Context: an optimization exercise on an open-source flow, tuned for small area, a short achievable clock period and few clock cycles per item. The choices shown serve that exercise and are no tape-out recipe. At most, simulation tests tie the RTL to the original design; equivalence was not proved.

## gf2m_fu
module gf2m_fu (
    input  wire        clk,
    input  wire        rst,         
    input  wire        in_valid,
    output wire        in_ready,
    input  wire [2:0]  in_op,       
    input  wire [2:0]  in_pset,     
    input  wire [31:0] in_a,
    input  wire [31:0] in_b,
    output wire        out_valid,
    input  wire        out_ready,
    output wire [31:0] out_res,
    output wire [2:0]  out_err      
);
Size: ~1000 cells after synthesis, roughly 81 flip-flops, about 8700 µm² of cells after synthesis.
export LEC_CHECK = 0
export CAP_MARGIN = 20
export CORE_MARGIN = 2
export CORE_UTILIZATION = 40
export PLACE_DENSITY = 0.6
export SETUP_SLACK_MARGIN = 3.0
export SLEW_MARGIN = 20
create_clock -name core_clock -period 7.0 [get_ports {clk}]
standard.sh (not shown) runs the stock make flow with config.mk's settings and CLKGATE_MAP_FILE= SYNTH_SCRIPT=/design/flow/synth_recipe.tcl, a recipe that flattens the netlist after the stock synthesis.
==> flow/flow/run.sh <==
#!/bin/bash
# The standard layout, with the port buffers made of the smallest buffer cell
# (sky130_fd_sc_hd__buf_1) instead of the delay cell buffer_ports picks.
set -euo pipefail
export BUFFER_PORTS_ARGS="-buffer_cell sky130_fd_sc_hd__buf_1"
bash standard.sh > standard_make.log 2>&1
Testbench counts at the start, summed over its fixed seeds: cycles 20,141, items 8,000.
Then changed:
--- a/flow/design.v
+++ b/flow/design.v
@@ -169,23 +169,23 @@
                           dec_dom ? ERR_DOM : ERR_NONE;
     wire [12:0] base_in  = (in_op == OP_DIV) ? in_b[12:0] :
                            (in_op == OP_ADD) ? (in_a[12:0] ^ in_b[12:0]) : in_a[12:0];
     wire [12:0] other_in = (in_op == OP_DIV) ? in_a[12:0] :
                            (in_op == OP_MUL) ? in_b[12:0] :
                            (in_op == OP_INV && !dec_m13) ? sq1_12(in_a[12:0]) : 13'd1;
     localparam X_ID = 0, X_S1_12 = 1, X_S1_13 = 2, X_S2_12 = 3, X_S6_12 = 4,
                X_S3_13 = 5, X_S7_13 = 6;
-    localparam Y_RB = 0, Y_RA = 1, Y_ACC = 2, Y_S1_12 = 3, Y_S1_13 = 4, Y_ONE = 5;
-    function [13:0] uop;
+    localparam Y_RB = 0, Y_RA = 1, Y_ACC = 2, Y_S1_12 = 3, Y_S1_13 = 4;
+    function [12:0] uop;
         input [2:0] kd;
         input       m;
         input [2:0] st;
         reg   [6:0] xs;
-        reg   [5:0] ys;
+        reg   [4:0] ys;
         reg         l;
         reg   [2:0] xk;    
         reg   [1:0] yk;    
         begin
             xk = 3'd1;
             yk = 2'd0;
             l  = 1'b0;
             case (kd)
@@ -221,45 +221,43 @@
             case (xk)
                 3'd0:    xs[X_ID] = 1'b1;
                 3'd1:    xs[m ? X_S1_13 : X_S1_12] = 1'b1;
                 3'd2:    xs[X_S2_12] = 1'b1;
                 3'd3:    xs[X_S3_13] = 1'b1;
                 3'd6:    xs[X_S6_12] = 1'b1;
                 default: xs[X_S7_13] = 1'b1;
             endcase
-            ys = 6'd0;
+            ys = 5'd0;
             case (yk)
                 2'd0:    ys[Y_RB] = 1'b1;
                 2'd1:    ys[Y_RA] = 1'b1;
                 2'd2:    ys[Y_ACC] = 1'b1;
                 default: ys[m ? Y_S1_13 : Y_S1_12] = 1'b1;
             endcase
             uop = {l, ys, xs};
         end
     endfunction
-    localparam [13:0] UOP_HOLD = {1'b1, 6'b100000, 7'b0000001};
     reg [6:0] xsel;
-    reg [5:0] ysel;
+    reg [4:0] ysel;
     reg       last;
     wire [12:0] s1_12 = sq1_12(acc);
     wire [12:0] s1_13 = sq1_13(acc);
     wire [12:0] mx = ({13{xsel[X_ID]}}    & acc)
                    | ({13{xsel[X_S1_12]}} & s1_12)
                    | ({13{xsel[X_S1_13]}} & s1_13)
                    | ({13{xsel[X_S2_12]}} & sq2_12(acc))
                    | ({13{xsel[X_S6_12]}} & sq6_12(acc))
                    | ({13{xsel[X_S3_13]}} & sq3_13(acc))
                    | ({13{xsel[X_S7_13]}} & sq7_13(acc));
     wire [12:0] my = ({13{ysel[Y_ACC]}}   & acc)
                    | ({13{ysel[Y_RA]}}    & ra)
                    | ({13{ysel[Y_RB]}}    & rb)
                    | ({13{ysel[Y_S1_12]}} & s1_12)
-                   | ({13{ysel[Y_S1_13]}} & s1_13)
-                   | {12'd0, ysel[Y_ONE]};
+                   | ({13{ysel[Y_S1_13]}} & s1_13);
     wire [24:0] p = clmul(mx, my);
     reg  [24:0] r13;
     reg  [22:0] r12;
     integer k;
     always @(*) begin
         r13 = p;
         for (k = 24; k >= 13; k = k - 1)
             if (r13[k]) r13 = r13 ^ (25'h201B << (k - 13));
@@ -279,29 +277,32 @@
         end else begin
             if (finish) begin
                 ovalid <= 1'b1;
                 oerr   <= code;
                 if (code == ERR_NONE) res <= prod;
             end else if (out_ready) begin
                 ovalid <= 1'b0;
             end
-            if (in_fire)     cv <= 1'b1;
-            else if (finish) cv <= 1'b0;
-        end
-    end
-    always @(posedge clk) begin
-        if (in_fire) begin
-            kind <= dec_kind;
-            m13  <= dec_m13;
-            code <= dec_code;
-            ra   <= base_in;
-            rb   <= other_in;
+            if (in_fire) begin
+                cv   <= 1'b1;
+                kind <= dec_kind;
+                m13  <= dec_m13;
+                code <= dec_code;
+                step <= 3'd0;
+                {last, ysel, xsel} <= uop(dec_kind, dec_m13, 3'd0);
+                acc  <= base_in;
+                ra   <= base_in;
+                rb   <= other_in;
+            end else begin
+                if (finish) cv <= 1'b0;
+                if (cv && !last) begin
+                    acc  <= prod;
+                    step <= step + 3'd1;
+                    {last, ysel, xsel} <= uop(kind, m13, step + 3'd1);
+                end
+            end
         end
-        acc  <= in_fire ? base_in : prod;
-        step <= in_fire ? 3'd0 : step + 3'd1;
-        {last, ysel, xsel} <= in_fire ? uop(dec_kind, dec_m13, 3'd0) :
-                              last    ? UOP_HOLD : uop(kind, m13, step + 3'd1);
     end
     assign out_valid = ovalid;
     assign out_res   = {19'd0, res};
     assign out_err   = oerr;
 endmodule
The changed run went through all stages and came out clean.
Worst setup slack got worse by 0.11 ns.
Non-clock buffer count came out higher by 51.
Synthesized cell count came out higher slightly.
Synthesized area came out higher by a few percent.
No functional check of the RTL was part of the second run of this note.

afterwards: timing with drivers on the ports:
No port has a modelled driver above. Below, the same layouts with a new extraction and two added sets of constraints. Step 1: set_driving_cell puts a clkbuf_16 on clk and a buf_2 on each other input, an assumption about the parent block. Step 2 also shifts input and output timing later by t, the mid clock arrival at the registers, as if the neighbouring blocks saw the same clock. Three values: no drivers, after step 1, after step 2; two values: the first two.
run | t (ns) | setup WS [ns] | worst data-port slew with drivers (ns)
the first run | 0.373 | 3.135 / 3.135 / 3.135 | 0.04
the second run | 0.374 | 3.026 / 3.026 / 2.815 | 0.04
After both steps every run listed still meets setup and hold. The setup slack of the second run, which loses most, moves by 0.000 ns with the drivers and by -0.211 ns with both steps.
